Context: an optimization exercise on an open-source flow, tuned for small area and few clock cycles. The choices shown serve that exercise and are no tape-out recipe.
Only simulation tests tie the RTL to the original design; equivalence was not proved.
Power figures rest on the tool's default switching activity, not on a simulated workload.

==> flow/design.v (excerpt) <==
module mec_core (
    input  wire        CLK,
    input  wire        RST,
    input  wire        CMD_VALID,
    output wire        CMD_READY,
    input  wire [15:0] CMD,
    input  wire [63:0] A_VAL,
    input  wire [6:0]  A_LEN,
    input  wire [63:0] B_VAL,
    input  wire [6:0]  B_LEN,
    input  wire [31:0] S0,
    input  wire [31:0] S1,
    input  wire [63:0] BIN,
    output wire [63:0] R_VAL,
    output wire [6:0]  R_LEN,
    output wire [63:0] Q_VAL,
    output wire [6:0]  Q_LEN,
    output wire [31:0] R_SCL,
    output wire [63:0] BOUT,
    output wire [31:0] STATUS
);
Size: ~3,300 cells after synthesis, ~190 flip-flops, ~0.021 mm2 of cells after synthesis.
export LEC_CHECK = 0
export ABC_AREA = 1
export CAP_MARGIN = 10
export CORE_AREA = 2 2 318 318
export DIE_AREA = 0 0 320 320
export GPL_TIMING_DRIVEN = 0
export PLACE_DENSITY = 0.75
export SLEW_MARGIN = 10
create_clock -name core_clock -period 12.0 [get_ports {CLK}]
standard.sh (not shown) runs the stock make flow with config.mk's settings and CLKGATE_MAP_FILE= SYNTH_SCRIPT=/design/flow/synth_recipe.tcl, a recipe that flattens the netlist after the stock synthesis.
==> flow/flow/run.sh <==
#!/bin/bash
# Layout flow: the standard ORFS flow, with two changes.
#  - The port buffers are the smallest buffer cell.
#  - Synthesis maps the logic with an area-oriented ABC script, and without
#    the full-adder extraction and fast-adder mapping passes. It is the
#    standard synthesis script otherwise, so the flip-flops come out the same;
#    this is checked against the standard synthesis, and the standard netlist
#    is used if they differ.
# Each tool's output goes to a log file in this folder.
set -euo pipefail
W=$(pwd)
F="$W/flow"
R="$W/orfs/results/sky130hd/mec_core/base"
export BUFFER_PORTS_ARGS="-buffer_cell sky130_fd_sc_hd__buf_1"

# reference: the standard synthesis
bash standard.sh synth > std_synth.log 2>&1
cp "$R/1_2_yosys.v" std_1_2_yosys.v

# own synthesis: the standard script with the abc step's script replaced
{
  head -n 1 synth_recipe.tcl
  echo 'proc abc {args} {'
  echo '  set i [lsearch -exact $args -script]'
  echo "  if { \$i >= 0 } { lset args [expr { \$i + 1 }] $F/area.abc }"
  echo '  yosys abc {*}$args'
  echo '}'
  tail -n +2 synth_recipe.tcl
} > own_synth.tcl
sed "s#SYNTH_SCRIPT=[^ ]*synth_recipe.tcl#SYNTH_SCRIPT=$W/own_synth.tcl ADDER_MAP_FILE= SYNTH_OPERATIONS_ARGS=-noshare#" standard.sh > own_standard.sh
rm -f "$R/1_2_yosys.v" "$R/1_2_yosys.sdc" "$R/1_synth.odb" "$R/1_synth.sdc"
bash own_standard.sh synth > own_synth.log 2>&1

flops() { grep -oE '^\s*sky130_fd_sc_hd__(dfxtp|edfxtp|dfrtp|dfstp|dfbbp|sdf[a-z]*|edf[a-z]*|df[a-z]*)_[0-9]+ +[^ ]+' "$1" | sed -E 's/_[0-9]+ +/ /' | sort; }
if ! cmp -s <(flops std_1_2_yosys.v) <(flops "$R/1_2_yosys.v") || [ "$(flops std_1_2_yosys.v | wc -l)" = 0 ]; then
  echo "flip-flops differ from the standard synthesis; using the standard netlist" > own_synth_fallback.log
  rm -f "$R/1_2_yosys.v" "$R/1_2_yosys.sdc" "$R/1_synth.odb" "$R/1_synth.sdc"
  bash standard.sh synth > std_synth2.log 2>&1
fi

bash own_standard.sh > own_flow.log 2>&1
==> flow/flow/area.abc <==
strash
&get -n
&st
&syn3
&synch2
&put
dch -f
amap
&get -n
&st
&syn3
&synch2
&put
dch -f
amap
topo
Testbench counts at the start, summed over its fixed seeds: cycles 25,591.
Edit:
CORE_AREA = 2 2 283 283   (was 2 2 318 318)
CTS_CLUSTER_DIAMETER = 100   (was not set)
CTS_CLUSTER_SIZE = 30   (was not set)
DIE_AREA = 0 0 285 285   (was 0 0 320 320)
GPL_TIMING_DRIVEN = not set   (was 0)
PLACE_DENSITY = not set   (was 0.75)
Sequential cell count does not change.
Total power came out higher by about 3.5%.
Setup slack gets better by 1.0 ns.
Cell area barely changes.
Area after synthesis stays the same.
Worst hold slack gets worse by 0.013 ns.
Register-to-register slack gets better by 2.1 ns.
Routed wire length came out lower by 3.8%.
Critical path depth came out higher by 12.
Edit:
CORE_AREA = 2 2 318 318   (was 2 2 283 283)
CTS_CLUSTER_DIAMETER = not set   (was 100)
CTS_CLUSTER_SIZE = not set   (was 30)
DIE_AREA = 0 0 320 320   (was 0 0 285 285)
PLACE_DENSITY = 0.75   (was not set)
Outcome: The new run completed with no timing, DRC or antenna violations. Wire length came out higher by 4.0%. Final area barely changes. Via count came out higher by 0.69%. Total power came out lower by 1.7%. Sequential share of layout area is about the same. Combinational power came out lower by about 4%. Worst hold slack gets worse by 0.0037 ns. Setup slack gets better by 0.0036 ns. Core utilization came out lower by 6.9 points. Sequential cell count does not change.

========
mec_core, a different RTL version from the one above (not shown whole).
Size in the first run: about 3,300 cells after synthesis, roughly 190 flip-flops, ~560 I/O pins, about 22,000 sq um of cells after synthesis.
export LEC_CHECK = 0
export ABC_AREA = 1
export CAP_MARGIN = 10
export CORE_MARGIN = 2
export CORE_UTILIZATION = 30
export SLEW_MARGIN = 10
create_clock -name core_clock -period 12.0 [get_ports {CLK}]
Scripts as last shown in full above: flow/flow/run.sh, flow/flow/area.abc
The baseline produced a clean layout.
Testbench counts at the start, summed over its fixed seeds: cycles 25,591.
Then changed:
--- a/flow/config.mk
+++ b/flow/config.mk
@@ -9,4 +9,4 @@
 export CAP_MARGIN = 10
-export CORE_MARGIN = 2
-export CORE_UTILIZATION = 30
+export CORE_AREA = 2 2 318 318
+export DIE_AREA = 0 0 320 320
 export SLEW_MARGIN = 10
=>
- via count rises slightly
- hold slack hardly moves
- die area rises by well over a third
- count of clock-buffer cells in the layout falls by 1
- synthesized area does not change
- register-to-register slack got worse by 0.45 ns
- power rises slightly
- final area rises slightly

========
mec_core, a different RTL version from the one above (not shown whole).
Size in the first run: roughly 200 flip-flops, ~0.030 mm2 of cells after synthesis.
make LEC_CHECK=0 ABC_AREA=1 CAP_MARGIN=30 CORE_MARGIN=2 CORE_UTILIZATION=30 SLEW_MARGIN=20 finish   # period 12.0 ns
run.sh (not shown) runs the stock make flow with config.mk's settings and CLKGATE_MAP_FILE= SYNTH_SCRIPT=/design/flow/synth_recipe.tcl, a recipe that flattens the netlist after the stock synthesis.
Stock flow here: none of the scripts above is used.
The first run completed with no timing, DRC or antenna violations.
Testbench counts at the start, summed over its fixed seeds: cycles 25,591.
Change:
ABC_AREA = not set   (was 1)
Synthesized cell count is lower by 17%; via count is lower by 1.8%; worst hold slack improved by 14 ps; combinational power is higher by 12%; power is higher by 12%.

========
mec_core with an RTL version that a note above also has.
For scale: about 3300 cells after synthesis, roughly 190 flip-flops, roughly 560 I/O pins.
==> flow/design.v (excerpt) <==
module mec_core (
    input  wire        CLK,
    input  wire        RST,
    input  wire        CMD_VALID,
    output wire        CMD_READY,
    input  wire [15:0] CMD,
    input  wire [63:0] A_VAL,
    input  wire [6:0]  A_LEN,
    input  wire [63:0] B_VAL,
    input  wire [6:0]  B_LEN,
    input  wire [31:0] S0,
    input  wire [31:0] S1,
    input  wire [63:0] BIN,
    output wire [63:0] R_VAL,
    output wire [6:0]  R_LEN,
    output wire [63:0] Q_VAL,
    output wire [6:0]  Q_LEN,
    output wire [31:0] R_SCL,
    output wire [63:0] BOUT,
    output wire [31:0] STATUS
);
export LEC_CHECK = 0
export ABC_AREA = 1
export CAP_MARGIN = 10
export CORE_MARGIN = 2
export CORE_UTILIZATION = 30
export PLACE_DENSITY = 0.5
export SLEW_MARGIN = 10
create_clock -name core_clock -period 12.0 [get_ports {CLK}]
standard.sh (not shown) runs the stock make flow with config.mk's settings and CLKGATE_MAP_FILE= SYNTH_SCRIPT=/design/flow/synth_recipe.tcl, a recipe that flattens the netlist after the stock synthesis.
Scripts as last shown in full above: flow/flow/run.sh, flow/flow/area.abc
Testbench counts at the start, summed over its fixed seeds: cycles 25,591.
Edit:
- CORE_AREA: not set -> 2 2 318 318
- CORE_MARGIN: 2 -> not set
- CORE_UTILIZATION: 30 -> not set
- DIE_AREA: not set -> 0 0 320 320
- PLACE_DENSITY: 0.5 -> not set
=> Total power rose by 8.3%. Design area is higher by 5.5%. Via count climbs by 3.1%. Non-clock buffer count went up by 141. Routed wire length goes up by 10%. Setup slack improved by 0.25 ns. Hold slack gains 0.0064 ns. Count of clock-buffer cells in the layout rises by 1. Sequential power is about the same. Combinational power grows by 13%.
Edit:
==> flow/flow/area.abc (replaced) <==
strash
&get -n
&st
&syn3
&synch2
&put
dch -f
amap
topo
After rerunning: The new run passed the timing, design-rule and antenna checks. Global-route usage shrinks by 0.11 points. Synthesized area falls by 1.7%. Clock-buffer cell count does not change. Clock skew goes up by 0.0087 ns.
Edit:
==> flow/flow/area.abc (replaced) <==
strash
&get -n
&st
&syn3
&synch2
&put
dch -f
amap
&get -n
&st
&syn3
&synch2
&put
dch -f
amap
topo
- CAP_MARGIN: 10 -> 5
- CORE_AREA: 2 2 318 318 -> not set
- CORE_MARGIN: not set -> 2
- CORE_UTILIZATION: not set -> 30
- DIE_AREA: 0 0 320 320 -> not set
- PLACE_DENSITY: not set -> 0.5
- SLEW_MARGIN: 10 -> 5
The changed run completed with no timing, DRC or antenna violations; final area goes down by about 3%; fmax goes up by about 0.7%; power goes down by about 6%; final cell count goes down by about 7%; setup slack improved by 0.075 ns; hold slack improved by 0.0041 ns.

========
Starting RTL as in the previous note.
export LEC_CHECK = 0
export ABC_AREA = 1
export CAP_MARGIN = 10
export CORE_MARGIN = 2
export CORE_UTILIZATION = 33
export PLACE_DENSITY = 0.55
export SLEW_MARGIN = 10
create_clock -name core_clock -period 12.0 [get_ports {CLK}]
==> flow/flow/area.abc <==
strash
&get -n
&st
&syn3
&synch2
&put
dch -f
amap
&get -n
&st
&syn3
&synch2
&put
dch -f
amap
topo
Scripts as last shown in full above: flow/flow/run.sh
Testbench counts at the start, summed over its fixed seeds: cycles 25,591.
Change:
Settings changed: CORE_UTILIZATION 33 to 30, GPL_TIMING_DRIVEN set to 0, PLACE_DENSITY 0.55 to not set.
What happened: The new run finished with timing, DRC and antenna clean. Cell count shrinks by 1.2%. Routed wire length shrinks by 1.0%. Power drops by 5.4%. Synthesized area is unchanged. First-iteration DRC count shrinks by 10%. Via count is lower by 1.8%.
Change:
Settings changed: CORE_AREA set to 2 2 318 318, CORE_MARGIN 2 to not set, CORE_UTILIZATION 30 to not set, DIE_AREA set to 0 0 320 320.
=>
- The changed run completed without violations
- clock-buffer cell count shrinks by 1
- sequential power hardly moves
- register-to-register slack barely changes
- synthesized cell count is unchanged
- worst setup slack improved by 0.010 ns
- synthesized area is unchanged
- sequential share of layout area shrinks by 0.34 points
- sequential cell count does not change

[re-timing with driven ports]
No port has a modelled driver above. Below, the same layouts with a new extraction and two added sets of constraints. Step 1 assumes that a clkbuf_16 drives the clock port and a buf_2 every other input. Step 2, shift: input delay + t, output delay - t, t = (earliest + latest rising clock arrival at the registers) / 2. This alone moves slack from input paths to output paths. a / b / c = ideal ports / drivers / drivers and shift; a / b = the first two.
run | shift t [ns] | setup slack, ns | slew at the worst register clock pin (ns)
the first run of note 1 | 0.567 | 0.444 / 0.444 / 0.444 | 0.10 / 0.10
the second run of note 1 | 0.569 | 1.480 / 1.522 / 0.953 | 0.10 / 0.10
the third run of note 1 | 0.569 | 1.484 / 1.522 / 0.953 | 0.09 / 0.09
the first run of note 2 | 0.580 | 2.081 / 2.081 / 2.081 | 0.09 / 0.09
the second run of note 2 | 0.563 | 1.631 / 1.631 / 1.631 | 0.09 / 0.09
the first run of note 3 | 0.621 | 0.885 / 0.885 / 0.885 | 0.07 / 0.07
the second run of note 3 | 0.637 | 0.742 / 0.742 / 0.742 | 0.07 / 0.07
the first run of note 4 | 0.566 | 1.400 / 1.437 / 0.872 | 0.09 / 0.09
the second run of note 4 | 0.573 | 1.648 / 1.691 / 1.118 | 0.09 / 0.09
the third run of note 4 | 0.570 | 1.326 / 1.326 / 1.326 | 0.09 / 0.09
the fourth run of note 4 | 0.566 | 1.400 / 1.437 / 0.872 | 0.09 / 0.09
the first run of note 5 | 0.549 | 1.552 / 1.588 / 1.039 | 0.09 / 0.09
the second run of note 5 | 0.585 | 0.489 / 0.489 / 0.489 | 0.11 / 0.11
the third run of note 5 | 0.566 | 0.499 / 0.499 / 0.499 | 0.09 / 0.09
After both steps every run listed still meets setup and hold. The setup slack of the third run of note 1, which loses most, moves by +0.038 ns with the drivers and by -0.531 ns with both steps.
